Source: an optimization exercise on an open RTL-to-GDS flow (aim: small area, a short achievable clock period and few clock cycles). Production flows keep margins and buffers that such runs may drop.
Where RTL was checked, it was by simulation tests only, not by an equivalence proof against the original.
Only the layout flow was run in run 1; the RTL was not checked for function there.
Power and IR drop assume default switching activity.

===== flow/run.sh =====
#!/bin/bash
# synth_recipe.tcl (not shown) runs the flow's synth.tcl, then flattens the netlist and writes it again
# the make line also repeats each setting of config.mk as NAME=value (left out here)
make -C /OpenROAD-flow-scripts/flow DESIGN_CONFIG=/design/flow/config.mk WORK_HOME=/design/flow/orfs CLKGATE_MAP_FILE= SYNTH_SCRIPT=/design/flow/synth_recipe.tcl finish

===== flow/config.mk =====
export PLATFORM = sky130hd
export DESIGN_NAME = lcde
export DESIGN_NICKNAME = lcde
export VERILOG_FILES = /design/flow/design.v
export SDC_FILE = /design/flow/constraint.sdc
export NUM_CORES = 4
export LEC_CHECK = 0
export CAP_MARGIN = 20
export CORE_MARGIN = 2
export CORE_UTILIZATION = 40
export SETUP_SLACK_MARGIN = 4
export SLEW_MARGIN = 20

===== flow/constraint.sdc =====
create_clock -name core_clock -period 10.0 [get_ports {clk}]
set_input_delay 2.0000 -clock core_clock [delete_from_list [all_inputs] [get_ports {clk}]]
set_output_delay 2.0000 -clock core_clock [all_outputs]
set_load 0.01 [all_outputs]

===== flow/design.v =====
module lcde_add #(parameter W = 34) (
    input  wire [W-1:0] a,
    input  wire [W-1:0] b,
    input  wire         cin,
    output reg  [W-1:0] s,
    output reg          co
);
    reg [W:0] g, p, gn, pn;
    integer i, d;
    always @(*) begin
        g = {a & b, cin};
        p = {a ^ b, 1'b0};
        for (d = 1; d <= W; d = d * 2) begin
            gn = g;
            pn = p;
            for (i = 0; i <= W; i = i + 1)
                if ((i / d) % 2 == 1) begin
                    gn[i] = g[i] | (p[i] & g[(i / d) * d - 1]);
                    pn[i] = p[i] & p[(i / d) * d - 1];
                end
            g = gn;
            p = pn;
        end
        for (i = 0; i < W; i = i + 1)
            s[i] = a[i] ^ b[i] ^ g[i];
        co = g[W];
    end
endmodule
module lcde (
    input  wire        clk,
    input  wire        rst,           
    input  wire        csr_we,
    input  wire [3:0]  csr_addr,
    input  wire [31:0] csr_wdata,
    output reg  [31:0] csr_rdata,
    output wire [2:0]  status,        
    output reg         pt_req,
    output reg  [16:0] pt_addr,
    input  wire        pt_ack,
    input  wire [31:0] pt_rdata,
    output reg         snk_valid,
    output reg  [1:0]  snk_cmd,
    output reg         cb_req,
    input  wire        cb_ack,
    input  wire [31:0] cb_count,
    output reg         diag
);
    localparam [1:0] ST_IDLE = 2'd0, ST_BUSY = 2'd1, ST_DONE = 2'd2;
    localparam [2:0] SCH_PCM = 3'd0, SCH_PPM = 3'd1, SCH_PWM = 3'd2,
                     SCH_PWMP = 3'd3, SCH_PWMT = 3'd4, SCH_MANZ = 3'd5;
    localparam [1:0] CMD_B0 = 2'b00, CMD_B1 = 2'b01, CMD_ROW = 2'b10, CMD_CLR = 2'b11;
    localparam [2:0] C_IDLE  = 3'd0,
                     C_MZ0   = 3'd1,    
                     C_RUN   = 3'd2,    
                     C_EMIT  = 3'd3,    
                     C_FLCB  = 3'd4,    
                     C_FLB0  = 3'd5,    
                     C_ABORT = 3'd6;    
    reg [4:0]  mode_q;
    reg [31:0] short_q, long_q, reset_q, tol_q, syncw_q;
    reg [1:0]  arg_q;
    reg [15:0] num_q;
    reg [1:0]  state_q;
    reg        abort_q;
    reg [31:0] events_q;
    reg [15:0] n_q;
    reg [2:0]  cs_q;
    reg        ph_q;          
    reg        pv_q, gv_q;    
    reg        pfv_q;         
    reg        pf_ws, pf_wl, pf_wy, pf_les, pf_lts, pf_ltl, pf_bad;
    reg [31:0] p_q, g_q;
    reg        sbd_q;
    reg        row0ne_q;
    reg [33:0] u_q;           
    reg [34:0] qm_q;          
    reg [32:0] rm_q;          
    reg        bad_q, gov_q, fl_q;
    reg        is_pcm, is_ppm, is_pwm, is_pwmp, is_pwmt, is_manz;
    wire       cben    = mode_q[3];
    wire       verb    = mode_q[4];
    reg        ne_q, nl_q;    
    assign status = {abort_q, state_q};
    always @(*) begin
        case (csr_addr)
            4'd1:    csr_rdata = {29'd0, abort_q, state_q};
            4'd2:    csr_rdata = {27'd0, mode_q};
            4'd3:    csr_rdata = short_q;
            4'd4:    csr_rdata = long_q;
            4'd5:    csr_rdata = reset_q;
            4'd6:    csr_rdata = {30'd0, arg_q};
            4'd7:    csr_rdata = tol_q;
            4'd8:    csr_rdata = syncw_q;
            4'd9:    csr_rdata = {16'd0, num_q};
            4'd10:   csr_rdata = events_q;
            4'd11:   csr_rdata = {16'd0, n_q};
            default: csr_rdata = 32'd0;
        endcase
    end
    wire start_wr = csr_we && (csr_addr == 4'd0) && csr_wdata[0] && (state_q != ST_BUSY);
    function automatic lt35(input [34:0] a, input [34:0] b, input strict);
        reg [36:0] s;
        begin
            s = {a[34], a, strict} + {~b[34], ~b, strict};
            lt35 = s[36];
        end
    endfunction
    wire g_lt_s  = lt35({3'd0, g_q}, {3'd0, short_q}, 1'b1);             
    wire g_cmp_l = lt35({3'd0, g_q}, {3'd0, long_q},  !is_pwm);          
    wire g_cmp_r = lt35({3'd0, g_q}, {3'd0, reset_q}, is_ppm);           
    wire g_gt_r  = !g_cmp_r;
    wire        pcm_ld = is_pcm && pfv_q;
    wire [31:0] hw    = is_pwmp ? tol_q :
                        is_pcm  ? (pfv_q ? g_q : {2'b00, long_q[31:2]}) :
                        is_manz ? {1'b0, short_q[31:1]} : 32'd0;
    wire [31:0] hr    = pcm_ld ? {1'b0, short_q[31:1]} : hw;
    wire        rcin  = pcm_ld ? ~short_q[0] : 1'b1;
    wire [31:0] qa    = is_manz ? short_q : p_q;
    wire [34:0] q_w, r_w;
    wire        q_co, r_co;
    lcde_add #(.W(35)) u_qw (.a({3'd0, qa}),  .b({3'd0, hw}),  .cin(1'b0), .s(q_w), .co(q_co));
    lcde_add #(.W(35)) u_rw (.a({3'd0, p_q}), .b(~{3'd0, hr}), .cin(rcin), .s(r_w), .co(r_co));
    wire        wstr  = !is_pcm;    
    wire        s_lt_q = lt35({3'd0, short_q}, q_w, wstr);
    wire        r_lt_s = lt35(r_w, {3'd0, short_q}, wstr);
    wire        l_lt_q = lt35({3'd0, long_q}, q_w, 1'b1);
    wire        r_lt_l = lt35(r_w, {3'd0, long_q}, 1'b1);
    wire        y_lt_q = lt35({3'd0, syncw_q}, q_w, 1'b1);
    wire        r_lt_y = lt35(r_w, {3'd0, syncw_q}, 1'b1);
    wire        win_s  = r_lt_s && s_lt_q;
    wire        win_l  = r_lt_l && l_lt_q;
    wire        win_y  = (syncw_q != 32'd0) && r_lt_y && y_lt_q;
    wire        p_le_s = !s_lt_q;
    wire        p_lt_s = r_lt_s;
    wire        p_lt_l = r_lt_l;
    wire [1:0]  band   = pf_lts ? 2'd0 : pf_ltl ? 2'd1 : 2'd2;
    wire [33:0] k15    = {1'b0, q_w[32:0]};           
    wire [31:0] ub     = is_pcm ? short_q : ph_q ? g_q : p_q;
    wire [33:0] u_sub;
    wire        u_co;
    lcde_add #(.W(34)) u_us (.a(u_q), .b(~{2'b00, ub}), .cin(1'b1), .s(u_sub), .co(u_co));
    wire        mz_hit = u_sub[33];                   
    wire [33:0] ym_load = r_w[33:0];                  
    wire [34:0] pg_sum  = q_w;
    wire [34:0] qm_load;                              
    wire [32:0] rm_load;                              
    wire        c3, c4;
    lcde_add #(.W(35)) u_ql (.a(pg_sum), .b({4'b1111, ~long_q[31:1]}), .cin(~long_q[0]), .s(qm_load), .co(c3));
    lcde_add #(.W(33)) u_rl (.a({1'b0, reset_q}), .b(~{1'b0, long_q}), .cin(1'b1), .s(rm_load), .co(c4));
    wire        bad_load = (short_q != long_q) && !(s_lt_q && r_lt_s);
    wire [33:0] ym_sub = u_sub;
    wire [34:0] qm_sub;
    wire [32:0] rm_sub;
    wire        c5, c6;
    lcde_add #(.W(35)) u_qs (.a(qm_q), .b(~{3'b000, long_q}), .cin(1'b1), .s(qm_sub), .co(c5));
    lcde_add #(.W(33)) u_rs (.a(rm_q), .b(~{1'b0, long_q}), .cin(1'b1), .s(rm_sub), .co(c6));
    wire        e_b1   = !u_q[33];
    wire [31:0] ev_sum;
    wire        c7;
    lcde_add #(.W(32)) u_ev (.a(events_q), .b(cb_count), .cin(1'b0), .s(ev_sum), .co(c7));
    wire        e_qp   = !qm_q[34];
    wire        e_b0   = e_qp && !rm_q[32];
    wire [15:0] n_inc   = n_q + 16'd1;
    wire        n_end   = ne_q;
    wire        n_last  = nl_q;
    wire        n_last2 = ((n_q + 16'd2) == num_q);
    wire        run_ok   = (cs_q == C_RUN) && !n_end;
    wire        p_run    = run_ok && pfv_q && (is_pcm ? gv_q : !ph_q);
    wire        g_run    = run_ok && gv_q && (is_pcm ? pfv_q :  ph_q);
    wire [16:0] addr_inc  = pt_addr + (is_ppm ? 17'd2 : 17'd1);
    wire        more_cur  = (pt_addr[16:1]  < num_q);
    wire        more_inc  = (addr_inc[16:1] < num_q);
    reg  [1:0]  state_d;
    reg         abort_d;
    reg  [31:0] events_d;
    reg  [15:0] n_d;
    reg  [2:0]  cs_d;
    reg         ph_d, pv_d, gv_d, sbd_d, row0ne_d;
    reg  [33:0] u_d;
    reg  [34:0] qm_d;
    reg  [32:0] rm_d;
    reg         bad_d, gov_d, fl_d;
    reg         snk_valid_d, diag_d, cb_req_d, pt_req_d;
    reg  [1:0]  snk_cmd_d;
    reg  [16:0] pt_addr_d;
    reg         p_use, g_use, acc, fetch_on;
    reg         fcond, last, n_step;
    task automatic emit(input [1:0] cmd);
        begin
            snk_valid_d = 1'b1;
            snk_cmd_d   = cmd;
        end
    endtask
    task automatic pcm_load;
        begin
            u_d   = ym_load;
            qm_d  = qm_load;
            rm_d  = rm_load;
            bad_d = pf_bad;
            gov_d = g_gt_r;
            fl_d  = 1'b1;
            p_use = 1'b1;
            g_use = 1'b1;
            cs_d  = C_EMIT;
        end
    endtask
    task automatic pcm_finish;
        begin
            n_d = n_inc;
            n_step = 1'b1;
            if (!n_last && pfv_q && gv_q) pcm_load;
            else                         cs_d = C_RUN;
        end
    endtask
    task automatic flush;
        begin
            if (cben) begin
                cb_req_d = 1'b1;
                cs_d     = C_FLCB;
            end else begin
                diag_d = 1'b1;
                emit(CMD_CLR);
                if (is_manz) cs_d = C_FLB0;
            end
        end
    endtask
    always @(*) begin
        state_d   = state_q;
        abort_d   = abort_q;
        events_d  = events_q;
        n_d       = n_q;
        cs_d      = cs_q;
        ph_d      = ph_q;
        sbd_d     = sbd_q;
        row0ne_d  = row0ne_q;
        u_d       = u_q;
        qm_d      = qm_q;
        rm_d      = rm_q;
        bad_d     = bad_q;
        gov_d     = gov_q;
        fl_d      = fl_q;
        snk_valid_d = 1'b0;
        snk_cmd_d   = snk_cmd;
        diag_d      = 1'b0;
        cb_req_d    = 1'b0;
        p_use       = 1'b0;
        g_use       = 1'b0;
        fcond       = fl_q && (gov_q || n_last);
        last        = 1'b0;
        n_step      = 1'b0;
        case (cs_q)
            C_IDLE: begin
                if (start_wr) begin
                    state_d  = ST_BUSY;
                    abort_d  = 1'b0;
                    events_d = 32'd0;
                    n_d      = 16'd0;
                    sbd_d    = 1'b0;
                    u_d      = k15;
                    ph_d     = is_ppm;
                    emit(CMD_CLR);
                    cs_d     = is_manz ? C_MZ0 : C_RUN;
                end
            end
            C_MZ0, C_FLB0: begin
                emit(CMD_B0);
                cs_d = C_RUN;
            end
            C_RUN: begin
                if (n_end) begin
                    state_d = ST_DONE;
                    cs_d    = C_IDLE;
                end else if (is_pcm) begin
                    if (pfv_q && gv_q) pcm_load;
                end else if (!ph_q) begin
                    if (pfv_q) begin
                        p_use = 1'b1;
                        ph_d  = 1'b1;
                        case (1'b1)
                            is_pwm: begin
                                if (arg_q == 2'd1 && !sbd_q) sbd_d = 1'b1;
                                else if (pf_les)             emit(CMD_B1);
                                else                         emit(CMD_B0);
                            end
                            is_pwmp: begin
                                if (pf_ws)      emit(CMD_B1);
                                else if (pf_wl) emit(CMD_B0);
                                else if (pf_wy) emit(CMD_ROW);
                                else begin
                                    emit(CMD_CLR);
                                    cs_d = C_ABORT;
                                end
                            end
                            is_pwmt: begin
                                if (band == arg_q)      emit(CMD_ROW);
                                else if (band == 2'd0)  emit(CMD_B0);
                                else if (band == 2'd2)  emit(CMD_B1);
                                else if (arg_q == 2'd0) emit(CMD_B0);
                                else                    emit(CMD_B1);
                            end
                            default: begin  
                                if (mz_hit) begin
                                    emit(CMD_B0);
                                    u_d = k15;
                                end else begin
                                    u_d = u_sub;
                                end
                            end
                        endcase
                    end
                end else begin
                    if (gv_q) begin
                        g_use = 1'b1;
                        ph_d  = is_ppm;
                        n_d   = n_inc;
                        n_step = 1'b1;
                        case (1'b1)
                            is_ppm: begin
                                if (g_lt_s)       emit(CMD_B0);
                                else if (g_cmp_l) emit(CMD_B1);
                                else if (g_cmp_r) emit(CMD_ROW);
                                else              flush;
                            end
                            is_pwm: begin
                                if (g_gt_r) begin
                                    sbd_d = 1'b0;
                                    flush;
                                end else if (!g_cmp_l) begin
                                    sbd_d = 1'b0;
                                    emit(CMD_ROW);
                                end
                            end
                            is_manz: begin
                                u_d = k15;
                                if (g_gt_r)      flush;
                                else if (mz_hit) emit(CMD_B1);
                                else             u_d = u_sub;
                            end
                            default: begin  
                                if (g_gt_r) flush;
                            end
                        endcase
                    end
                end
            end
            C_EMIT: begin
                if (e_b1) begin
                    emit(CMD_B1);
                    u_d = ym_sub;
                    if (e_qp) qm_d = qm_sub;
                    last = ym_sub[33] && !(e_qp && !qm_sub[34] && !rm_q[32]) && !bad_q && !fcond;
                end else if (e_b0) begin
                    emit(CMD_B0);
                    qm_d = qm_sub;
                    rm_d = rm_sub;
                    last = !(!qm_sub[34] && !rm_sub[32]) && !bad_q && !fcond;
                end else if (bad_q) begin
                    emit(CMD_CLR);
                    bad_d = 1'b0;
                    last  = 1'b1;
                end else if (fcond && row0ne_q) begin
                    fl_d = 1'b0;
                    flush;
                    last = !cben;
                end else begin
                    last = 1'b1;
                end
                if (last) pcm_finish;
            end
            C_FLCB: begin
                if (cb_ack) begin
                    events_d = ev_sum;
                    diag_d   = verb && (cb_count != 32'd0);
                    emit(CMD_CLR);
                    if (is_pcm)       pcm_finish;
                    else if (is_manz) cs_d = C_FLB0;
                    else              cs_d = C_RUN;
                end else begin
                    cb_req_d = 1'b1;
                end
            end
            C_ABORT: begin
                events_d = 32'd0;
                abort_d  = 1'b1;
                state_d  = ST_DONE;
                cs_d     = C_IDLE;
            end
            default: cs_d = C_IDLE;
        endcase
        if (snk_valid_d) row0ne_d = (snk_cmd_d != CMD_CLR);
        acc = pt_req && pt_ack && (pt_addr[0] ? (!gv_q || g_run) : (!pv_q || p_run));
        pv_d = (pv_q && !p_use) || (acc && !pt_addr[0]);
        gv_d = (gv_q && !g_use) || (acc &&  pt_addr[0]);
        pt_addr_d = acc ? addr_inc : pt_addr;
        fetch_on  = (cs_q != C_IDLE);
        pt_req_d  = fetch_on && (acc ? more_inc : more_cur);
        if (cs_q == C_IDLE) begin
            pv_d      = 1'b0;
            gv_d      = 1'b0;
            pt_addr_d = {16'd0, is_ppm};
            pt_req_d  = start_wr && (num_q != 16'd0);
        end
    end
    always @(posedge clk) begin
        if (csr_we) begin
            case (csr_addr)
                4'd2: begin
                    mode_q  <= csr_wdata[4:0];
                    is_pcm  <= (csr_wdata[2:0] == SCH_PCM);
                    is_ppm  <= (csr_wdata[2:0] == SCH_PPM);
                    is_pwm  <= (csr_wdata[2:0] == SCH_PWM);
                    is_pwmp <= (csr_wdata[2:0] == SCH_PWMP);
                    is_pwmt <= (csr_wdata[2:0] == SCH_PWMT);
                    is_manz <= (csr_wdata[2:0] == SCH_MANZ);
                end
                4'd3: short_q <= csr_wdata;
                4'd4: long_q  <= csr_wdata;
                4'd5: reset_q <= csr_wdata;
                4'd6: arg_q   <= csr_wdata[1:0];
                4'd7: tol_q   <= csr_wdata;
                4'd8: syncw_q <= csr_wdata;
                4'd9: num_q   <= csr_wdata[15:0];
                default: ;
            endcase
        end
        if (acc) begin
            if (pt_addr[0]) g_q <= pt_rdata;
            else            p_q <= pt_rdata;
        end
        pt_addr  <= pt_addr_d;
        if (cs_q == C_IDLE) begin
            ne_q <= (num_q == 16'd0);
            nl_q <= (num_q == 16'd1);
        end else if (n_step) begin
            ne_q <= nl_q;
            nl_q <= n_last2;
        end
        snk_cmd  <= snk_cmd_d;
        sbd_q    <= sbd_d;
        row0ne_q <= row0ne_d;
        u_q      <= u_d;
        qm_q     <= qm_d;
        rm_q     <= rm_d;
        bad_q    <= bad_d;
        gov_q    <= gov_d;
        fl_q     <= fl_d;
        if (!pfv_q) begin
            pf_ws  <= win_s;
            pf_wl  <= win_l;
            pf_wy  <= win_y;
            pf_les <= p_le_s;
            pf_lts <= p_lt_s;
            pf_ltl <= p_lt_l;
            pf_bad <= bad_load;
        end
        ph_q     <= ph_d;
        if (rst) begin
            state_q   <= ST_IDLE;
            abort_q   <= 1'b0;
            events_q  <= 32'd0;
            n_q       <= 16'd0;
            cs_q      <= C_IDLE;
            pv_q      <= 1'b0;
            pfv_q     <= 1'b0;
            gv_q      <= 1'b0;
            snk_valid <= 1'b0;
            diag      <= 1'b0;
            cb_req    <= 1'b0;
            pt_req    <= 1'b0;
        end else begin
            state_q   <= state_d;
            abort_q   <= abort_d;
            events_q  <= events_d;
            n_q       <= n_d;
            cs_q      <= cs_d;
            pv_q      <= pv_d;
            pfv_q     <= pv_q && !p_use && !(acc && !pt_addr[0]) && (cs_q != C_IDLE);
            gv_q      <= gv_d;
            snk_valid <= snk_valid_d;
            diag      <= diag_d;
            cb_req    <= cb_req_d;
            pt_req    <= pt_req_d;
        end
    end
endmodule

==> run_results.csv, run 1 <==
group,metric,value,unit
timing,clock_tree_skew_after_final_layout,0.0193,ns
floorplan,io_pins,163,
global_routing,vias_in_the_first_global_route,34700,
synthesis,top_reg_cell_synth,"edfxtp_1",
worst_setup_path,timing.critical_path.required,8.00,ns
run,max-cap-violations,0,
power,power_frac_clock,36.3,%
power,power.net_switching,1.92,mW
global_routing,gr-usage-all-layers,29.6,%
synthesis,synthesis.yosys.warnings,5,
synthesis,synth_top_area_cell,"edfxtp_1",
timing,hold_viol,0,
place,place_congestion,0.992,
worst_setup_path,path_max_fanout,16,
worst_setup_path,critical_path_class,"in -> out",
synthesis,netlist_top_cells_area,"edfxtp_1, ha_1, a21oi_1, dfxtp_1, a21o_1",
worst_setup_path,worst-endpoint-arrival,4.03,ns
place,post-dp-hpwl,117,mm
floorplan,fp-row-count,115,
clock_tree,clk_latency,0.66,ns
floorplan,initial_utilization,40.4,%
finish,layout.filler_cells,9281,
synthesis,synth.avg_cell_area,9.21,µm²
global_routing,grt_max_degree,77,
synthesis,asyncSetResetFlopFracSynth,0,%
floorplan,dieArea,102000,µm²
finish,multiInputGateArea,26600,µm²
drt,postRouteAntennaNets,0,
place,post-place-cells,5677,
synthesis,synth_top_area_share,27.9,%
floorplan,fp.dieH,320,µm
synthesis,synthesized_instance_count,4331,
finish,seq_area,12700,µm²
timing,rsz0062_at_grt,"true",
power,leakage,20.5,nW
timing,finalMaxSlewViolations,0,
finish,post_route_design_area,48000,µm²
power,ir_drop,0.127,mV
timing,min_period_over_period,60.3,%
power,power.density_cell_area,124,nW/µm²
timing,worst_margin_pin_slew,1.04,ns
drt,postRouteWirelength,158,mm
synthesis,part_of_the_yosys_area_used_for_sequential_elements,31.9,%
timing,hold-worst-slack,0.507,ns
clock_tree,cts-hold-fix-buffers,0,
synthesis,syn_area,39900,µm²
global_routing,number_of_antenna_violations_at_the_first_check_in_global_routing,2,
timing,timing.setup.tns,0,ns
timing,fin_ws,3.97,ns
timing,fmaxAchievable,166,MHz
timing,setup-violations-final,0,
clock_tree,cts_num_sinks,450,
power,p_int,4.05,mW
clock_tree,cts.htree.levels,2,
place,dp_worst_setup_slack,2.49,ns
place,area_of_placed_instances,43000,µm²
power,power_switching_share,32.2,%
drt,total_via_count_after_detailed_routing,36600,
worst_setup_path,cp-end-kind,"output pin",
hold_path,hold_path.class,"reg -> reg",
global_routing,grt_pass1_wl,227,mm
timing,min_period,6.03,ns
power,p_comb_share,25.9,%
clock_tree,clk_pin_slew,0.06,ns
synthesis,synth.most_common_cell,"ha_1",
finish,layout.nets,5331,
drt,vias_cell,6.15,
synthesis,synth-edff-count,371,
drt,drt_drc_violations_left,0,
synthesis,postSynthRegisterBits,450,
floorplan,core_area,98600,µm²
clock_tree,clockRootBuffer,"clkbuf_16",
clock_tree,tritoncts,"done",
outcome,status,"complete, no violations",
clock_tree,clock_tree.buffer_depth,3,
timing,slew-limit-headroom,29.7,%
finish,ratio_of_cells_with_drive_above_1_in_the_final_layout,12.4,%
synthesis,synth_commonest_cells,"ha_1, edfxtp_1, a21oi_1",
place,placement.io_buffers,162,
synthesis,synth_cell_types,95,
global_routing,globalRoute.totalOverflow,0,
drt,drt-pass1-iter-count,7,
worst_setup_path,setup.worst_path.start_class,"input pin",
floorplan,die_w,320,µm
synthesis,postSynthNetCount,5049,
finish,final_cells,5945,
drt,drt-initial-drc-count,4281,
power,seqPwrFrac,37.9,%
clock_tree,numCtsBuffers,52,
finish,areaGrowthSynthToFinish,20.4,%
drt,routedWlPerCell,26.6,µm
state kept, by name, summed over array words and instances, names as in the netlist, 3 cells and up:
name and count:
cs_q 3, events_q 32, g_q 32, long_q 32, mode_q 5, n_q 16, num_q 16, p_q 32
pt_addr 17, qm_q 35, reset_q 32, rm_q 33, short_q 32, syncw_q 32, tol_q 32, u_q 34
layer usage:
| metal | vias up | routed length (µm) | GRT usage, % |
|---|---|---|---|
| met3 | 289 | 15500 | 5.70 |
| li1 | 16700 | - | - |
| met5 | - | 13 | 0 |
| met4 | 2 | 7380 | 12.6 |
| met1 | 17700 | 66800 | 41.0 |
| met2 | 1797 | 68400 | 45.0 |
final timing paths:
kind	from	to	slack, ns	depth (start not counted)
max	csr_addr[2]	csr_rdata[7]	3.97	9
min	events_q[11]	events_q[11]	0.51	2
max reg2reg	long_q[12]	pf_ws	4.04	21
min reg2reg	events_q[11]	events_q[11]	0.51	2
per-stage QoR:
stage | power [mW] | util [%]
after CTS | 5.88 | 47.2
after floorplan | 3.17 | -
after detailed placement | 3.67 | 43.6
after global routing | 6.19 | 48.7
after global placement | 3.66 | 43.6
final | 5.97 | 48.7
cell usage in the layout (no fill, tap or decap), drive strengths merged, types with 62 or more instances in the layout:
cell and count:
xnor2 122, a21o 188, a31oi 65, clkbuf 70, ha 572, mux2i 83
buf 208, nand3 70, a21oi 339, clkdlybuf4s50 128, a22oi 106, nand2 290
edfxtp 371, a211oi 78, dfxtp 79, nor2 300, o21ai 273, nor3 62
xor2 143, inv 310
worst max-delay path, cell delays in order:
cell	delay, ns
dlygate4sd2_1	0.28
inv_2	0.09
ha_4	0.23
and3_4	0.22
buf_12	0.16
a22o_1	0.25
a221oi_2	0.24
a31oi_2	0.20
dlygate4sd2_1	0.32
power by group through the flow:
stage / clock (mW) / combinational, mW / sequential (mW)
floorplan: 0 / 0.924 / 2.24
global placement: 0 / 1.36 / 2.29
detailed placement: 0 / 1.38 / 2.29
CTS: 2.18 / 1.44 / 2.25
global route: 2.24 / 1.68 / 2.26
finish: 2.16 / 1.54 / 2.26
kinds of logic (layout without fill, tap and decap cells):
kind of cell / after synthesis / after routing / share of synthesized area, %
AND/OR/NAND/NOR: 1077 / 1078 / 13.1
AO/OA/AOI/OAI: 1357 / 1357 / 22.4
buffers and inverters: 480 / 804 / 4.55
XOR/XNOR: 265 / 265 / 5.82
multiplexers: 89 / 89 / 2.25
flip-flops: 450 / 450 / 31.9
other: 0 / 2 / 0
adder cells (fa/ha/maj): 613 / 613 / 20.0
timing repair:
item	4_1_cts	5_1_grt
buffers inserted	71	84
setup endpoints to repair	170	99
gates cloned	11	3
resized for setup	214	156
endpoints found under the hold margin	0	0
pin swaps	46	58
cell type report:
class	count	area share, %
diodes	2	0.0104
flip-flops and latches	450	26.5
inverters	326	2.74
clock buffers	63	2.95
well taps	1287	3.35
multi-input cells	3402	55.4
repair buffers	381	7.99
clock inverters	34	1.00
==> inputs of run 2 (changes only) <==
--- a/flow/design.v
+++ b/flow/design.v
@@ -75,6 +75,7 @@
     reg [33:0] u_q;           
     reg [34:0] qm_q;          
     reg [32:0] rm_q;          
+    reg        rraw_q;
     reg        bad_q, gov_q, fl_q;
     reg        is_pcm, is_ppm, is_pwm, is_pwmp, is_pwmt, is_manz;
     wire       cben    = mode_q[3];
@@ -99,10 +100,25 @@
     end
     wire start_wr = csr_we && (csr_addr == 4'd0) && csr_wdata[0] && (state_q != ST_BUSY);
     function automatic lt35(input [34:0] a, input [34:0] b, input strict);
-        reg [36:0] s;
+        reg [34:0] x, y, g, t, gn, tn;
+        integer i, d;
         begin
-            s = {a[34], a, strict} + {~b[34], ~b, strict};
-            lt35 = s[36];
+            x = {~a[34], a[33:0]};
+            y = {~b[34], b[33:0]};
+            g = y & ~x;
+            t = y | ~x;
+            for (d = 1; d < 35; d = d * 2) begin
+                gn = g;
+                tn = t;
+                for (i = 0; i < 35; i = i + 1)
+                    if ((i / d) % 2 == 1) begin
+                        gn[i] = g[i] | (t[i] & g[(i / d) * d - 1]);
+                        tn[i] = t[i] & t[(i / d) * d - 1];
+                    end
+                g = gn;
+                t = tn;
+            end
+            lt35 = g[34] | (t[34] & !strict);
         end
     endfunction
     wire g_lt_s  = lt35({3'd0, g_q}, {3'd0, short_q}, 1'b1);             
@@ -139,14 +155,12 @@
     wire [33:0] u_sub;
     wire        u_co;
     lcde_add #(.W(34)) u_us (.a(u_q), .b(~{2'b00, ub}), .cin(1'b1), .s(u_sub), .co(u_co));
-    wire        mz_hit = u_sub[33];                   
+    wire        mz_hit = !u_co;                       
     wire [33:0] ym_load = r_w[33:0];                  
     wire [34:0] pg_sum  = q_w;
     wire [34:0] qm_load;                              
-    wire [32:0] rm_load;                              
-    wire        c3, c4;
+    wire        c3;
     lcde_add #(.W(35)) u_ql (.a(pg_sum), .b({4'b1111, ~long_q[31:1]}), .cin(~long_q[0]), .s(qm_load), .co(c3));
-    lcde_add #(.W(33)) u_rl (.a({1'b0, reset_q}), .b(~{1'b0, long_q}), .cin(1'b1), .s(rm_load), .co(c4));
     wire        bad_load = (short_q != long_q) && !(s_lt_q && r_lt_s);
     wire [33:0] ym_sub = u_sub;
     wire [34:0] qm_sub;
@@ -159,7 +173,8 @@
     wire        c7;
     lcde_add #(.W(32)) u_ev (.a(events_q), .b(cb_count), .cin(1'b0), .s(ev_sum), .co(c7));
     wire        e_qp   = !qm_q[34];
-    wire        e_b0   = e_qp && !rm_q[32];
+    wire        rneg   = rraw_q ? !c6 : rm_q[32];          
+    wire        e_b0   = e_qp && !rneg;
     wire [15:0] n_inc   = n_q + 16'd1;
     wire        n_end   = ne_q;
     wire        n_last  = nl_q;
@@ -168,8 +183,8 @@
     wire        p_run    = run_ok && pfv_q && (is_pcm ? gv_q : !ph_q);
     wire        g_run    = run_ok && gv_q && (is_pcm ? pfv_q :  ph_q);
     wire [16:0] addr_inc  = pt_addr + (is_ppm ? 17'd2 : 17'd1);
-    wire        more_cur  = (pt_addr[16:1]  < num_q);
-    wire        more_inc  = (addr_inc[16:1] < num_q);
+    wire        more_cur  = lt35({19'd0, pt_addr[16:1]},  {19'd0, num_q}, 1'b1);
+    wire        more_inc  = lt35({19'd0, addr_inc[16:1]}, {19'd0, num_q}, 1'b1);
     reg  [1:0]  state_d;
     reg         abort_d;
     reg  [31:0] events_d;
@@ -179,6 +194,7 @@
     reg  [33:0] u_d;
     reg  [34:0] qm_d;
     reg  [32:0] rm_d;
+    reg         rraw_d;
     reg         bad_d, gov_d, fl_d;
     reg         snk_valid_d, diag_d, cb_req_d, pt_req_d;
     reg  [1:0]  snk_cmd_d;
@@ -195,7 +211,8 @@
         begin
             u_d   = ym_load;
             qm_d  = qm_load;
-            rm_d  = rm_load;
+            rm_d  = {1'b0, reset_q};
+            rraw_d = 1'b1;
             bad_d = pf_bad;
             gov_d = g_gt_r;
             fl_d  = 1'b1;
@@ -236,6 +253,7 @@
         u_d       = u_q;
         qm_d      = qm_q;
         rm_d      = rm_q;
+        rraw_d    = rraw_q;
         bad_d     = bad_q;
         gov_d     = gov_q;
         fl_d      = fl_q;
@@ -348,12 +366,19 @@
                     emit(CMD_B1);
                     u_d = ym_sub;
                     if (e_qp) qm_d = qm_sub;
-                    last = ym_sub[33] && !(e_qp && !qm_sub[34] && !rm_q[32]) && !bad_q && !fcond;
+                    if (rraw_q) begin
+                        rm_d   = rm_sub;
+                        rraw_d = 1'b0;
+                    end
+                    last = !u_co && !(e_qp && c5 && !rneg) && !bad_q && !fcond;
+                end else if (e_b0 && rraw_q) begin
+                    rm_d   = rm_sub;
+                    rraw_d = 1'b0;
                 end else if (e_b0) begin
                     emit(CMD_B0);
                     qm_d = qm_sub;
                     rm_d = rm_sub;
-                    last = !(!qm_sub[34] && !rm_sub[32]) && !bad_q && !fcond;
+                    last = !(c5 && c6) && !bad_q && !fcond;
                 end else if (bad_q) begin
                     emit(CMD_CLR);
                     bad_d = 1'b0;
@@ -441,6 +466,7 @@
         u_q      <= u_d;
         qm_q     <= qm_d;
         rm_q     <= rm_d;
+        rraw_q   <= rraw_d;
         bad_q    <= bad_d;
         gov_q    <= gov_d;
         fl_q     <= fl_d;
==> run 2 against run 1 <==
- still clean
- sequential share of layout area up 2.1 points
- count of clock-buffer cells in the layout unchanged
- clock power fell by 9.3%
- final cell count shrank 7.5%
- synthesized cell count decreased by 6.1%
- hold slack better by 0.024 ns
- routed wire length up 0.47%
- via count decreased by 2.6%
- register-to-register slack got worse by 1.7 ns
==> run_results.csv, run 2 <==
group,metric,value,unit
power,power_frac_clock,30.8,%
worst_setup_path,timing.critical_path.required,10.39,ns
timing,rsz0062_at_grt,"true",
place,post-dp-hpwl,115,mm
place,placement.io_buffers,162,
clock_tree,tritoncts,"done",
clock_tree,numCtsBuffers,52,
finish,final_cells,5501,
floorplan,initial_utilization,40.3,%
worst_setup_path,cp-end-kind,"flip-flop",
synthesis,synth.most_common_cell,"edfxtp_1",
floorplan,core_area,91400,µm²
outcome,status,"complete, no violations",
power,leakage,17.0,nW
power,power_switching_share,35.6,%
drt,postRouteAntennaNets,0,
power,p_comb_share,32.0,%
synthesis,top_reg_cell_synth,"edfxtp_1",
synthesis,synth.avg_cell_area,9.05,µm²
synthesis,synth_cell_types,97,
finish,seq_area,12800,µm²
timing,hold_viol,0,
clock_tree,cts.htree.levels,2,
worst_setup_path,critical_path_class,"reg -> reg",
synthesis,synth-edff-count,372,
finish,max_flop_register,"qm_q",
synthesis,netlist_top_cells_area,"edfxtp_1, ha_1, a21oi_1, dfxtp_1, xnor2_1",
drt,drt_drc_violations_left,0,
global_routing,vias_in_the_first_global_route,33600,
finish,layout_common_cells,"edfxtp_1, a21oi_1, nor2_1",
finish,number_of_flip_flops_in_the_largest_register,35,
finish,most_common_cell_after_layout_fill_and_taps_aside,"edfxtp_1",
timing,clock_tree_skew_after_final_layout,0.0339,ns
synthesis,synthesized_instance_count,4067,
worst_setup_path,max_stage_delay,0.54,ns
place,place_congestion,1.00,
synthesis,syn_area,36800,µm²
synthesis,postSynthRegisterBits,451,
synthesis,synth_top_area_cell,"edfxtp_1",
floorplan,io_pins,163,
power,power.density_cell_area,143,nW/µm²
finish,antenna-diode-count,0,
clock_tree,clk_pin_slew,0.07,ns
worst_setup_path,slowest_stage,"edfxtp_1",
finish,finalCoreUtilization,48.7,%
synthesis,part_of_the_yosys_area_used_for_sequential_elements,34.6,%
drt,drt-pass1-iter-count,7,
worst_setup_path,worst-endpoint-arrival,8.03,ns
worst_setup_path,setup.worst_path.start_class,"flip-flop",
timing,timing.setup.tns,0,ns
timing,min_period,7.64,ns
finish,layout.filler_cells,8648,
global_routing,globalRoute.totalOverflow,0,
synthesis,asyncSetResetFlopFracSynth,0,%
floorplan,fp-row-count,111,
finish,ratio_of_cells_with_drive_above_1_in_the_final_layout,14.9,%
power,ir_drop,0.137,mV
clock_tree,clockRootBuffer,"clkbuf_16",
global_routing,grt_max_degree,61,
synthesis,synth_top_area_share,30.3,%
timing,finalMaxSlewViolations,0,
drt,vias_cell,6.47,
global_routing,number_of_antenna_violations_at_the_first_check_in_global_routing,4,
drt,total_via_count_after_detailed_routing,35600,
global_routing,gr-usage-all-layers,32.7,%
clock_tree,cts-hold-fix-buffers,0,
place,post-place-cells,5249,
finish,layout.nets,4640,
finish,top_regs,"qm_q (35), u_q (34), rm_q (33)",
run,max-cap-violations,0,
worst_setup_path,path_max_fanout,7,
timing,slew-limit-headroom,27.1,%
floorplan,fp.dieH,307,µm
synthesis,postSynthNetCount,4436,
synthesis,synthesis.yosys.warnings,5,
timing,hold-worst-slack,0.531,ns
finish,areaGrowthSynthToFinish,20.9,%
hold_path,hold_path.class,"reg -> reg",
timing,fmaxAchievable,131,MHz
drt,routedWlPerCell,28.9,µm
clock_tree,cts_num_sinks,451,
drt,postRouteWirelength,159,mm
clock_tree,clk_latency,0.66,ns
power,p_int,4.09,mW
global_routing,grt_pass1_wl,229,mm
drt,drt-initial-drc-count,4565,
power,seqPwrFrac,37.2,%
floorplan,die_w,307,µm
finish,multiInputGateArea,23800,µm²
floorplan,dieArea,94500,µm²
timing,min_period_over_period,76.4,%
power,power.net_switching,2.26,mW
synthesis,synth_commonest_cells,"edfxtp_1, a21oi_1, nor2_1",
clock_tree,clock_tree.buffer_depth,3,
timing,setup-violations-final,0,
timing,worst_margin_pin_slew,1.09,ns
[run 2: cell count changes in the layout (fill, tap and decap cells not counted), sizes merged, moves of 53 or more]
| cell | change |
|---|---|
| ha | -344 |
| maj3 | +100 |
| a21o | -87 |
| inv | -74 |
| xor2 | -54 |
| o22ai | +53 |
[run 2: path summary, 6_finish.rpt]
kind	start	endpoint	slack, ns	cells after the start
max	is_pcm	pf_ws	2.36	37
min	events_q[31]	events_q[31]	0.53	2
max reg2reg	is_pcm	pf_ws	2.36	37
min reg2reg	events_q[31]	events_q[31]	0.53	2
[run 2: routing by layer]
layer / GRT usage, % / vias to the layer above / routed length (µm)
li1: - / 15800 / -
met1: 43.3 / 17300 / 63800
met4: 16.5 / 2 / 8900
met5: 0 / - / 13
met3: 8.27 / 392 / 18200
met2: 49.3 / 2126 / 67900
[run 2: what timing repair did]
item,CTS,global route
hold endpoints to repair,0,0
setup buffers,111,31
setup endpoints to repair,180,127
gates resized for setup,262,84
pin swaps,86,44
gates cloned,10,1
[run 2: worst max-delay path, delay by kind of cell, from the launching register on]
kind	cells	cell delay (ns)
flops	1	0.54
compound gates	23	4.05
mux	1	0.16
buf+inv	2	0.32
fa+ha+maj	5	1.48
simple gates	6	0.80
[run 2: power by group through the flow]
stage          clock network [mW]  registers, mW  logic (mW)
2_1_floorplan                   0           2.33        1.22
3_3_place_gp                    0           2.40        1.79
3_5_place_dp                    0           2.39        1.80
4_1_cts                      1.97           2.35        1.93
5_1_grt                      2.04           2.37        2.19
6_report                     1.96           2.36        2.03
[run 2: kinds of logic (layout without fill, tap and decap cells)]
kind of cell	count (synthesis)	after routing	synth area share, %
AO/OA/AOI/OAI	1362	1363	24.7
AND/OR/NAND/NOR	1024	1027	13.4
XOR/XNOR	244	244	5.80
flip-flops	451	451	34.6
adder cells (fa/ha/maj)	364	364	12.5
multiplexers	143	143	4.00
buffers and inverters	479	723	4.98
[run 2: layout make-up]
| class | count | area share [%] |
|---|---|---|
| inverters | 238 | 2.03 |
| flip-flops and latches | 451 | 28.7 |
| well taps | 1186 | 3.33 |
| clock buffers | 63 | 3.16 |
| repair buffers | 387 | 8.64 |
| multi-input cells | 3141 | 53.5 |
| clock inverters | 35 | 0.655 |
[run 2: metrics by stage]
stage / cell area [µm²] / total power [mW] / setup slack [ns]
floorplan: 37100 / 3.55 / 2.86
global placement: 39900 / 4.19 / 1.58
detailed placement: 39900 / 4.20 / 1.41
CTS: 43800 / 6.26 / 2.49
global route: 44500 / 6.60 / 2.01
finish: 44500 / 6.35 / 2.36
Testbench counts of run 2, summed over its fixed seeds: cycles 32,668.
==> inputs of run 3 (changes only) <==
--- a/flow/design.v
+++ b/flow/design.v
@@ -100,25 +100,10 @@
     end
     wire start_wr = csr_we && (csr_addr == 4'd0) && csr_wdata[0] && (state_q != ST_BUSY);
     function automatic lt35(input [34:0] a, input [34:0] b, input strict);
-        reg [34:0] x, y, g, t, gn, tn;
-        integer i, d;
+        reg [36:0] s;
         begin
-            x = {~a[34], a[33:0]};
-            y = {~b[34], b[33:0]};
-            g = y & ~x;
-            t = y | ~x;
-            for (d = 1; d < 35; d = d * 2) begin
-                gn = g;
-                tn = t;
-                for (i = 0; i < 35; i = i + 1)
-                    if ((i / d) % 2 == 1) begin
-                        gn[i] = g[i] | (t[i] & g[(i / d) * d - 1]);
-                        tn[i] = t[i] & t[(i / d) * d - 1];
-                    end
-                g = gn;
-                t = tn;
-            end
-            lt35 = g[34] | (t[34] & !strict);
+            s = {a[34], a, strict} + {~b[34], ~b, strict};
+            lt35 = s[36];
         end
     endfunction
     wire g_lt_s  = lt35({3'd0, g_q}, {3'd0, short_q}, 1'b1);             
==> flow/flow/run.sh (new file) <==
#!/bin/bash
# The standard layout (standard synthesis, floorplan, power grid, placement, CTS,
# routing), with one change: the buffer placed on every input and output port
# is a sky130_fd_sc_hd__buf_2 instead of the default delay buffer.
set -euo pipefail
bash standard.sh BUFFER_PORTS_ARGS="-buffer_cell sky130_fd_sc_hd__buf_2" finish > standard_flow.log 2>&1
==> flow/standard.sh (new file) <==
#!/bin/bash
# synth_recipe.tcl (not shown) runs the flow's synth.tcl, then flattens the netlist and writes it again
# the make line also repeats each setting of config.mk as NAME=value (left out here)
make -C /OpenROAD-flow-scripts/flow DESIGN_CONFIG=/design/flow/config.mk WORK_HOME=/design/flow/orfs CLKGATE_MAP_FILE= SYNTH_SCRIPT=/design/flow/synth_recipe.tcl "${@:-finish}"
--- a/flow/config.mk
+++ b/flow/config.mk
@@ -8,5 +8,5 @@
 export CAP_MARGIN = 20
 export CORE_MARGIN = 2
 export CORE_UTILIZATION = 40
-export SETUP_SLACK_MARGIN = 4
+export SETUP_SLACK_MARGIN = 4.5
 export SLEW_MARGIN = 20
removed: flow/run.sh
==> run 3 against run 2 <==
- clock skew grew 0.010 ns
- setup slack gained 1.8 ns
- largest power group unchanged
- highest routed layer unchanged
- final area grew 4.0%
- via count grew 0.85%
==> run_results.csv, run 3 <==
group,metric,value,unit
timing,hold_viol,0,
finish,top_regs,"qm_q (35), u_q (34), rm_q (33)",
timing,slew-limit-headroom,19.8,%
power,power_switching_share,31.8,%
synthesis,synth-edff-count,372,
drt,routedWlPerCell,27.3,µm
finish,number_of_flip_flops_in_the_largest_register,35,
finish,max_flop_register,"qm_q",
finish,ratio_of_cells_with_drive_above_1_in_the_final_layout,16.4,%
finish,multiInputGateArea,25800,µm²
synthesis,synthesis.yosys.warnings,5,
floorplan,core_area,96400,µm²
worst_setup_path,critical_path.most_common_cell,"a21oi_2",
power,p_int,3.67,mW
drt,drt-pass1-iter-count,9,
clock_tree,numCtsBuffers,52,
hold_path,worst_min_delay_path_startpoint,"pt_addr[1]",
worst_setup_path,r2r-start,"is_pcm",
synthesis,asyncSetResetFlopFracSynth,0,%
worst_setup_path,slowest_stage,"or3_4",
drt,postRouteWirelength,159,mm
floorplan,initial_utilization,40.2,%
global_routing,grt_max_degree,63,
global_routing,vias_in_the_first_global_route,34100,
power,ir_drop,0.126,mV
drt,drt_drc_violations_left,0,
timing,min_period,5.80,ns
clock_tree,clockRootBuffer,"clkbuf_16",
global_routing,number_of_antenna_violations_at_the_first_check_in_global_routing,4,
floorplan,io_pins,163,
finish,layout.nets,5178,
synthesis,part_of_the_yosys_area_used_for_sequential_elements,32.9,%
place,place_congestion,0.989,
synthesis,synth.most_common_cell,"ha_1",
synthesis,synth.avg_cell_area,9.20,µm²
clock_tree,tritoncts,"done",
synthesis,synth_top_area_cell,"edfxtp_1",
finish,finalCoreUtilization,48.0,%
floorplan,dieArea,99500,µm²
worst_setup_path,setup.worst_path.start_class,"flip-flop",
synthesis,syn_area,38800,µm²
synthesis,top_reg_cell_synth,"edfxtp_1",
place,placement.io_buffers,162,
synthesis,postSynthNetCount,4898,
floorplan,fp.dieH,315,µm
synthesis,synthesized_instance_count,4216,
timing,min_period_over_period,58.0,%
outcome,status,"complete, no violations",
finish,most_common_cell_after_layout_fill_and_taps_aside,"ha_1",
power,power.density_cell_area,116,nW/µm²
synthesis,synth_top_area_share,28.8,%
power,power.total,5.38,mW
drt,drt-initial-drc-count,4084,
timing,timing.setup.tns,0,ns
timing,finalMaxSlewViolations,0,
place,post-dp-hpwl,115,mm
worst_setup_path,path_max_fanout,5,
worst_setup_path,worst-endpoint-arrival,6.19,ns
run,max-cap-violations,0,
finish,post_route_design_area,46300,µm²
drt,vias_cell,6.18,
finish,layout_common_cells,"ha_1, edfxtp_1, a21oi_1",
timing,worst_margin_pin_slew,1.20,ns
worst_setup_path,critical_path_class,"reg -> reg",
floorplan,die_w,315,µm
drt,total_via_count_after_detailed_routing,35900,
finish,areaGrowthSynthToFinish,19.4,%
clock_tree,clock_tree.buffer_depth,3,
synthesis,postSynthRegisterBits,451,
timing,clock_tree_skew_after_final_layout,0.0441,ns
clock_tree,cts_num_sinks,451,
synthesis,netlist_top_cells_area,"edfxtp_1, ha_1, a21oi_1, dfxtp_1, xnor2_1",
finish,final_cells,5816,
timing,rsz0062_at_grt,"true",
floorplan,fp-row-count,114,
power,leakage,19.6,nW
clock_tree,clk_pin_slew,0.07,ns
power,seqPwrFrac,40.9,%
global_routing,globalRoute.totalOverflow,0,
timing,fin_ws,4.20,ns
power,power.net_switching,1.71,mW
timing,setup-violations-final,0,
global_routing,gr-usage-all-layers,31.0,%
clock_tree,cts-hold-fix-buffers,0,
global_routing,grt_pass1_wl,228,mm
worst_setup_path,cp-end-kind,"flip-flop",
hold_path,hold_path.class,"reg -> reg",
synthesis,synth_cell_types,78,
finish,layout.filler_cells,9234,
finish,seq_area,12800,µm²
synthesis,synth_commonest_cells,"ha_1, a21oi_1, edfxtp_1",
place,dp_worst_setup_slack,2.87,ns
timing,hold-worst-slack,0.499,ns
worst_setup_path,timing.reg2reg.setup_slack,4.20,ns
place,post-place-cells,5544,
clock_tree,cts.htree.levels,2,
place,area_of_placed_instances,41100,µm²
worst_setup_path,max_stage_delay,0.44,ns
drt,postRouteAntennaNets,0,
worst_setup_path,timing.critical_path.required,10.39,ns
power,p_comb_share,23.5,%
clock_tree,clk_latency,0.67,ns
timing,fmaxAchievable,172,MHz
worst_setup_path,worst_setup_path_startpoint,"is_pcm",
power,power_frac_clock,35.6,%
run 3: logic make-up (layout without fill, tap and decap cells):
| kind of cell | count (synthesis) | after routing | synth area share (%) |
|---|---|---|---|
| flops | 451 | 451 | 32.9 |
| other cells | 0 | 2 | 0 |
| compound gates | 1236 | 1237 | 20.4 |
| xor+xnor | 255 | 255 | 5.76 |
| simple gates | 1099 | 1103 | 13.8 |
| fa+ha+maj | 577 | 577 | 19.3 |
| mux | 119 | 119 | 3.08 |
| buf+inv | 479 | 796 | 4.74 |
run 3: final timing paths:
check	end	cells past startpoint
max	pf_ws	28
min reg2reg	pt_addr[1]	2
max reg2reg	pf_ws	28
min	pt_addr[1]	2
run 3: timing repair:
action / in CTS / in global routing
pin swaps: 98 / 103
gates resized for setup: 248 / 126
buffers inserted: 117 / 37
endpoints found under the hold margin: 0 / 0
gates cloned: 19 / 1
setup endpoints to repair: 136 / 76
run 3: power by group through the flow:
stage	Sequential, mW	Clock [mW]	Combinational [mW]
floorplan	2.20	0	0.748
global placement	2.24	0	1.07
detailed placement	2.24	0	1.09
CTS	2.20	1.94	1.19
global route	2.20	2.00	1.37
finish	2.20	1.92	1.26
run 3: per-layer routing:
layer  vias up  global-route usage, %  part of all wire [%]  wire [µm]
li1      16200                      -                     -          -
met2      2036                   47.3                    43      67600
met5         -                      0                 0.013         20
met4         2                   16.1                   6.3      10000
met3       418                   5.92                    10      16500
met1     17200                   41.9                    41      64700
run 3: cell type report:
class | instances | share of cell area (%)
antenna | 2 | 0.0108
clock buffer | 63 | 2.90
timing repair buffer | 377 | 7.06
sequential | 451 | 27.5
inverter | 323 | 2.70
multi-input combinational | 3291 | 55.7
clock inverter | 33 | 0.646
tap | 1276 | 3.45
run 3: critical path: cells and delay by family, from the launching register on:
kind / cells / cell delay (ns)
AOI/OAI and AO/OA: 13 / 2.35
xor gates and xnor gates: 1 / 0.10
adders and majority gates: 2 / 0.62
buffers and inverters: 5 / 0.72
DFF: 1 / 0.42
muxes: 1 / 0.19
and+or+nand+nor: 6 / 1.10
Testbench counts of run 3, summed over its fixed seeds: cycles 32,668.
==> inputs of run 4 (changes only) <==
--- a/flow/config.mk
+++ b/flow/config.mk
@@ -8,5 +8,7 @@
 export CAP_MARGIN = 20
 export CORE_MARGIN = 2
 export CORE_UTILIZATION = 40
-export SETUP_SLACK_MARGIN = 4.5
+export CTS_BUF_LIST = sky130_fd_sc_hd__clkbuf_4 sky130_fd_sc_hd__clkbuf_8
+export CTS_CLUSTER_SIZE = 20
+export SETUP_SLACK_MARGIN = 4
 export SLEW_MARGIN = 20
==> run 4 against run 3 <==
- still clean
- critical path depth decreased by 13
- fmax decreased by 2.8%
- hold slack got worse by 0.0031 ns
- die area unchanged
- setup slack got worse by 0.17 ns
- via count decreased by 1.7%
- core utilization decreased by 2.1 points
- final cell count decreased by 0.84%
- power about the same
- critical path type unchanged
==> run_results.csv, run 4 <==
group,metric,value,unit
drt,route.top_layer_used,"met5",
drt,postRouteWirelength,153,mm
synthesis,asyncSetResetFlopFracSynth,0,%
worst_setup_path,critical_path_class,"reg -> reg",
finish,max_flop_register,"qm_q",
timing,timing.setup.tns,0,ns
drt,wirelength_met1,64.7,mm
synthesis,netlist_top_cells_area,"edfxtp_1, ha_1, a21oi_1, dfxtp_1, xnor2_1",
clock_tree,clk_latency,0.77,ns
synthesis,synth-edff-count,372,
timing,fmaxAchievable,167,MHz
synthesis,synthesis.yosys.warnings,5,
finish,layout.nets,5102,
power,power.density_cell_area,121,nW/µm²
synthesis,part_of_the_yosys_area_used_for_sequential_elements,32.9,%
synthesis,synth_top_area_cell,"edfxtp_1",
clock_tree,clockRootBuffer,"clkbuf_8",
finish,finalCoreUtilization,46.0,%
hold_path,hold_path.class,"reg -> reg",
finish,most_common_cell_after_layout_fill_and_taps_aside,"ha_1",
timing,slew-limit-headroom,20.8,%
worst_setup_path,path_max_fanout,33,
timing,clock_tree_skew_after_final_layout,0.0481,ns
worst_setup_path,setup.worst_path.start_class,"flip-flop",
timing,min_period_over_period,59.7,%
synthesis,synth_commonest_cells,"ha_1, a21oi_1, edfxtp_1",
outcome,status,"complete, no violations",
drt,route.met2.wl,66.1,mm
drt,routedWlPerCell,26.5,µm
worst_setup_path,worst-endpoint-arrival,6.43,ns
floorplan,fp-row-count,114,
drt,wl_met3,15.6,mm
floorplan,dieArea,99500,µm²
synthesis,syn_area,38800,µm²
timing,min_period,5.97,ns
drt,drt-initial-drc-count,4271,
finish,number_of_flip_flops_in_the_largest_register,35,
timing,rsz0062_at_grt,"true",
global_routing,grt_pass1_wl,219,mm
drt,drt-pass1-iter-count,8,
clock_tree,tritoncts,"done",
synthesis,postSynthRegisterBits,451,
worst_setup_path,cp-end-kind,"flip-flop",
worst_setup_path,reg2regPathDepth,15,
synthesis,synth.most_common_cell,"ha_1",
timing,finalMaxSlewViolations,0,
hold_path,min_path_cells,2,
global_routing,gr-usage-all-layers,29.7,%
timing,hold_viol,0,
place,post-dp-hpwl,115,mm
synthesis,synth_top_area_share,28.8,%
clock_tree,clock_tree.buffer_depth,3,
global_routing,globalRoute.totalOverflow,0,
clock_tree,cts.htree.levels,3,
drt,drt_drc_violations_left,0,
timing,worst_margin_pin_slew,1.18,ns
floorplan,initial_utilization,40.2,%
finish,ratio_of_cells_with_drive_above_1_in_the_final_layout,12.9,%
hold_path,worst_min_delay_path_startpoint,"pt_addr[1]",
place,placement.io_buffers,162,
place,area_of_placed_instances,41000,µm²
worst_setup_path,timing.rr.end,"u_q[18]",
global_routing,grt_max_degree,71,
synthesis,synthesized_instance_count,4216,
drt,vias_cell,6.12,
synthesis,postSynthNetCount,4898,
worst_setup_path,timing.reg2reg.setup_slack,4.03,ns
floorplan,die_w,315,µm
synthesis,top_reg_cell_synth,"edfxtp_1",
power,leakage,18.9,nW
worst_setup_path,r2r-start,"long_q[15]",
clock_tree,numCtsBuffers,83,
finish,post_route_design_area,44300,µm²
clock_tree,clk_pin_slew,0.06,ns
timing,setup-violations-final,0,
place,place_congestion,1.04,
global_routing,number_of_antenna_violations_at_the_first_check_in_global_routing,4,
synthesis,synth.avg_cell_area,9.20,µm²
hold_path,worst_hold_path.endpoint,"pt_addr[1]",
run,max-cap-violations,0,
finish,areaGrowthSynthToFinish,14.3,%
floorplan,core_area,96400,µm²
drt,total_via_count_after_detailed_routing,35300,
finish,layout_common_cells,"ha_1, edfxtp_1, a21oi_1",
clock_tree,cts-hold-fix-buffers,0,
clock_tree,cts_num_sinks,451,
synthesis,synth_cell_types,78,
floorplan,fp.dieH,315,µm
global_routing,vias_in_the_first_global_route,33000,
floorplan,io_pins,163,
finish,top_regs,"qm_q (35), u_q (34), rm_q (33)",
worst_setup_path,timing.critical_path.required,10.46,ns
drt,postRouteAntennaNets,0,
power,ir_drop,0.0915,mV
==> run 4: cell counts after synthesis <==
Identical to the previous run, type by type.
==> run 4: worst max path at each step <==
stage                           to  slack (ns)       start  cells past startpoint
after floorplan           qm_q[32]        4.00     is_manz                     25
final                      u_q[18]        4.03  long_q[15]                     15
after detailed placement  qm_q[32]        2.66     is_pwmp                     25
after CTS                 qm_q[32]        3.95      is_pcm                     25
after global routing         pf_wy        3.88      is_pcm                     29
after global placement    qm_q[32]        2.79     is_pwmp                     25
==> run 4: worst max-delay path, cell delays in order, from the launching register on <==
cell and delay, ns:
edfxtp_1 0.85, inv_1 0.34, ha_1 0.31, a21oi_1 0.16
o21ai_0 0.18, a221o_1 0.44, a32oi_2 0.24, nand2b_1 0.09
a31oi_1 0.78, o211ai_1 0.27, a211o_1 0.35, and4b_2 0.36
a221o_1 0.39, buf_4 0.27, a222oi_1 0.48, o21ai_1 0.12
==> run 4: where the power goes <==
group	leakage (nW)	switching [mW]	internal, mW
sequential	4.00	0.0823	2.12
combinational	14.0	0.721	0.457
clock	0.934	0.912	1.09
total	18.9	1.72	3.66
==> run 4: what timing repair did <==
| action | 4_1_cts | 5_1_grt |
|---|---|---|
| setup buffers | 25 | 28 |
| gates cloned | 8 | 3 |
| endpoints found under the setup margin | 76 | 56 |
| endpoints found under the hold margin | 0 | 0 |
| gates resized for setup | 80 | 89 |
| pin swaps | 10 | 48 |
==> run 4: layer usage <==
layer / track usage, % / up-vias
met5: 0 / -
met4: 12.1 / 2
met3: 5.96 / 287
met2: 45.4 / 1864
met1: 41.0 / 17100
li1: - / 16100
==> run 4: area by class of cell <==
cell class | instances | area, µm²
Tap cell | 1276 | 1600
Inverter | 323 | 1230
Clock buffer | 113 | 1420
Fill cell | 9346 | 52100
Antenna cell | 3 | 7.51
Clock inverter | 40 | 388
Sequential cell | 451 | 12800
Multi-Input combinational cell | 3288 | 24900
Timing Repair Buffer | 273 | 1990
==> run 4: cell families (layout without fill, tap and decap cells) <==
family,after synthesis,count (layout),share of synthesized area [%]
buf+inv,479,749,4.74
simple gates,1099,1101,13.8
other cells,0,3,0
fa+ha+maj,577,577,19.3
mux,119,119,3.08
flops,451,451,32.9
xor+xnor,255,255,5.76
compound gates,1236,1236,20.4
==> run 4: stage by stage <==
step	setup WS (ns)	total power, mW	hold slack, ns	instances
6_report	4.03	5.38	0.496	5767
2_1_floorplan	4.00	2.95	0.469	4216
5_1_grt	3.88	5.59	0.545	5766
3_5_place_dp	2.66	3.33	0.486	5547
4_1_cts	3.95	5.34	0.497	5733
3_3_place_gp	2.79	3.31	0.489	5547
==> inputs of run 5 (changes only) <==
==> flow/config.mk (replaced) <==
export PLATFORM = sky130hd
export DESIGN_NAME = lcde
export DESIGN_NICKNAME = lcde
export VERILOG_FILES = /design/flow/design.v
export SDC_FILE = /design/flow/constraint.sdc
export NUM_CORES = 4
export LEC_CHECK = 0
export CAP_MARGIN = 20
export CORE_MARGIN = 2
export CORE_UTILIZATION = 50
export SETUP_SLACK_MARGIN = 4
export SLEW_MARGIN = 20
==> run 5 against run 4 <==
- still clean
- hold slack worse by 0.0031 ns
- core utilization is 11 points higher
- flip-flop and latch count is the same
==> run_results.csv, run 5 <==
group,metric,value,unit
outcome,status,"complete, no violations",
synthesis,synthesized_instance_count,4216,
worst_setup_path,path_max_fanout,31,
floorplan,dieArea,79800,µm²
global_routing,gr-usage-all-layers,36.8,%
drt,vias_cell,6.41,
synthesis,synth.most_common_cell,"ha_1",
global_routing,vias_in_the_first_global_route,32600,
worst_setup_path,reg2regPathDepth,28,
finish,final_cells,5458,
worst_setup_path,timing.critical_path.required,8.00,ns
synthesis,asyncSetResetFlopFracSynth,0,%
run,max-cap-violations,0,
synthesis,top_reg_cell_synth,"edfxtp_1",
finish,layout.filler_cells,7095,
synthesis,synth_top_area_share,28.8,%
global_routing,globalRoute.totalOverflow,0,
power,power.total,5.46,mW
finish,most_common_cell_after_layout_fill_and_taps_aside,"ha_1",
timing,fmaxAchievable,168,MHz
worst_setup_path,r2r-start,"is_pcm",
place,placement.io_buffers,162,
synthesis,postSynthNetCount,4898,
place,post-dp-hpwl,113,mm
synthesis,syn_area,38800,µm²
floorplan,fp.dieH,283,µm
timing,slew-limit-headroom,18.9,%
finish,top_regs,"qm_q (35), u_q (34), rm_q (33)",
drt,drt-pass1-iter-count,8,
finish,finalCoreUtilization,56.7,%
timing,timing.setup.tns,0,ns
power,ir_drop,0.134,mV
worst_setup_path,setup.worst_path.start_class,"input pin",
drt,total_via_count_after_detailed_routing,35000,
finish,layout_common_cells,"ha_1, edfxtp_1, a21oi_1",
synthesis,synthesis.yosys.warnings,5,
synthesis,synth_commonest_cells,"ha_1, a21oi_1, edfxtp_1",
drt,postRouteWirelength,149,mm
timing,worst_margin_pin_slew,1.21,ns
clock_tree,cts.htree.levels,2,
synthesis,synth_top_area_cell,"edfxtp_1",
synthesis,synth.avg_cell_area,9.20,µm²
floorplan,die_w,283,µm
timing,min_period,5.94,ns
hold_path,hold_path.class,"reg -> reg",
worst_setup_path,cp-end-kind,"output pin",
timing,clock_tree_skew_after_final_layout,0.0398,ns
hold_path,min_path_cells,2,
global_routing,number_of_antenna_violations_at_the_first_check_in_global_routing,4,
timing,finalMaxSlewViolations,0,
clock_tree,numCtsBuffers,53,
timing,rsz0062_at_grt,"true",
place,post-place-cells,5314,
drt,routedWlPerCell,27.3,µm
worst_setup_path,timing.reg2reg.setup_slack,4.06,ns
hold_path,worst_hold_path.endpoint,"pt_addr[1]",
drt,drt_drc_violations_left,0,
place,dp_worst_setup_slack,2.95,ns
clock_tree,clk_pin_slew,0.06,ns
power,leakage,18.7,nW
synthesis,netlist_top_cells_area,"edfxtp_1, ha_1, a21oi_1, dfxtp_1, xnor2_1",
finish,number_of_flip_flops_in_the_largest_register,35,
place,place_congestion,1.01,
clock_tree,clock_tree.buffer_depth,3,
finish,ratio_of_cells_with_drive_above_1_in_the_final_layout,10.6,%
global_routing,grt_max_degree,73,
timing,fin_ws,4.06,ns
synthesis,synth-edff-count,372,
floorplan,fp-row-count,102,
worst_setup_path,worst-endpoint-arrival,3.94,ns
global_routing,grt_pass1_wl,216,mm
worst_setup_path,critical_path_class,"in -> out",
clock_tree,clk_latency,0.66,ns
synthesis,part_of_the_yosys_area_used_for_sequential_elements,32.9,%
worst_setup_path,timing.rr.end,"pf_wy",
floorplan,initial_utilization,50.3,%
floorplan,io_pins,163,
drt,drt-initial-drc-count,4582,
clock_tree,tritoncts,"done",
timing,min_period_over_period,59.4,%
hold_path,worst_min_delay_path_startpoint,"pt_addr[1]",
timing,hold_viol,0,
drt,postRouteAntennaNets,0,
floorplan,core_area,77100,µm²
finish,max_flop_register,"qm_q",
power,power.density_cell_area,125,nW/µm²
timing,setup-violations-final,0,
finish,layout.nets,5055,
synthesis,synth_cell_types,78,
synthesis,postSynthRegisterBits,451,
clock_tree,cts_num_sinks,451,
finish,areaGrowthSynthToFinish,12.8,%
clock_tree,clockRootBuffer,"clkbuf_16",
## run 5: cell counts after synthesis
No cell type changed its count.
## run 5: how the worst max path moves through the flow
stage,start,end,slack (ns),cells after the start
finish,csr_addr[0],csr_rdata[10],4.06,7
global route,is_pcm,pf_wy,3.82,29
CTS,pfv_q,pf_wy,3.91,29
detailed placement,is_manz,qm_q[32],2.95,24
global placement,is_manz,qm_q[32],2.97,24
floorplan,is_manz,qm_q[32],4.00,25
## run 5: kinds of logic after synthesis
kind of cell	share of synthesized area, %
mux	3.08
compound gates	20.4
fa+ha+maj	19.3
buf+inv	4.74
xor+xnor	5.76
flops	32.9
simple gates	13.8
## run 5: worst max-delay path, cell delays in order
cell	delay, ns
buf_2	0.23
nor2_1	0.35
and2_1	0.20
buf_6	0.30
a22oi_1	0.15
a41oi_1	0.46
buf_2	0.22
## run 5: where the power goes
| group | switching, mW | internal, mW |
|---|---|---|
| logic | 0.713 | 0.446 |
| registers | 0.0811 | 2.12 |
| clock network | 0.883 | 1.22 |
| total | 1.68 | 3.78 |
## run 5: cell type report
cell class	count	area [µm²]	share of cell area, %
flip-flops and latches	451	12800	29.2
inverters	323	1230	2.81
clock buffers	66	1380	3.14
diodes	1	2.50	0.00572
well taps	1040	1300	2.98
repair buffers	256	1810	4.15
multi-input cells	3288	24800	56.7
clock inverters	33	460	1.05
## run 5: layer usage
metal	wire length [µm]	vias to the layer above	share of wire, %	track usage [%]
met2	62000	1945	42	53.7
met4	6390	6	4.3	13.2
met3	16600	285	11	7.66
met1	64000	16800	43	53.4
met5	34	-	0.023	0
li1	-	16000	-	-
## run 5: what timing repair did
action	CTS	global route
hold buffers	0	0
gates cloned	9	1
pin swaps	5	22
setup endpoints to repair	54	54
gates resized for setup	58	79
setup buffers	16	18
## run 5: metrics by stage
stage          instance area, µm²  hold WS, ns
6_report                    43700        0.493
5_1_grt                     43700        0.518
4_1_cts                     43200        0.494
3_5_place_dp                40800        0.489
3_3_place_gp                40800        0.490
2_1_floorplan               38800        0.469

## port drivers added, routing unchanged
In the flow no input, the clock included, has a driving cell. The finished layouts below were timed again as built, in two steps. Step 1 (the two cells are an assumption about what drives the block):
set clk [get_ports {clk}]
set_driving_cell -lib_cell sky130_fd_sc_hd__clkbuf_16 $clk
set_driving_cell -lib_cell sky130_fd_sc_hd__buf_2 [delete_from_list [all_inputs] $clk]
Step 2, shift: input delay + t, output delay - t, t = (earliest + latest rising clock arrival at the registers) / 2. This alone moves slack from input paths to output paths. Three values: no drivers, after step 1, after step 2; two values: the first two.
run	t (ns)	setup WS [ns]	worst setup path after step 2	worst data-port slew with drivers (ns)
run 1	0.712	3.975 / 3.945 / 3.945	input to output	0.06
run 2	0.712	2.357 / 2.357 / 2.357	register to register	0.06
run 3	0.714	4.196 / 4.196 / 4.196	register to register	0.11
run 4	0.808	4.026 / 4.019 / 4.019	input to output	0.08
run 5	0.712	4.058 / 4.036 / 4.036	input to output	0.10
After both steps setup and hold are still met in every run listed. For run 1, which loses most, drivers alone change the setup slack by -0.030 ns; drivers and shift together by -0.030 ns.
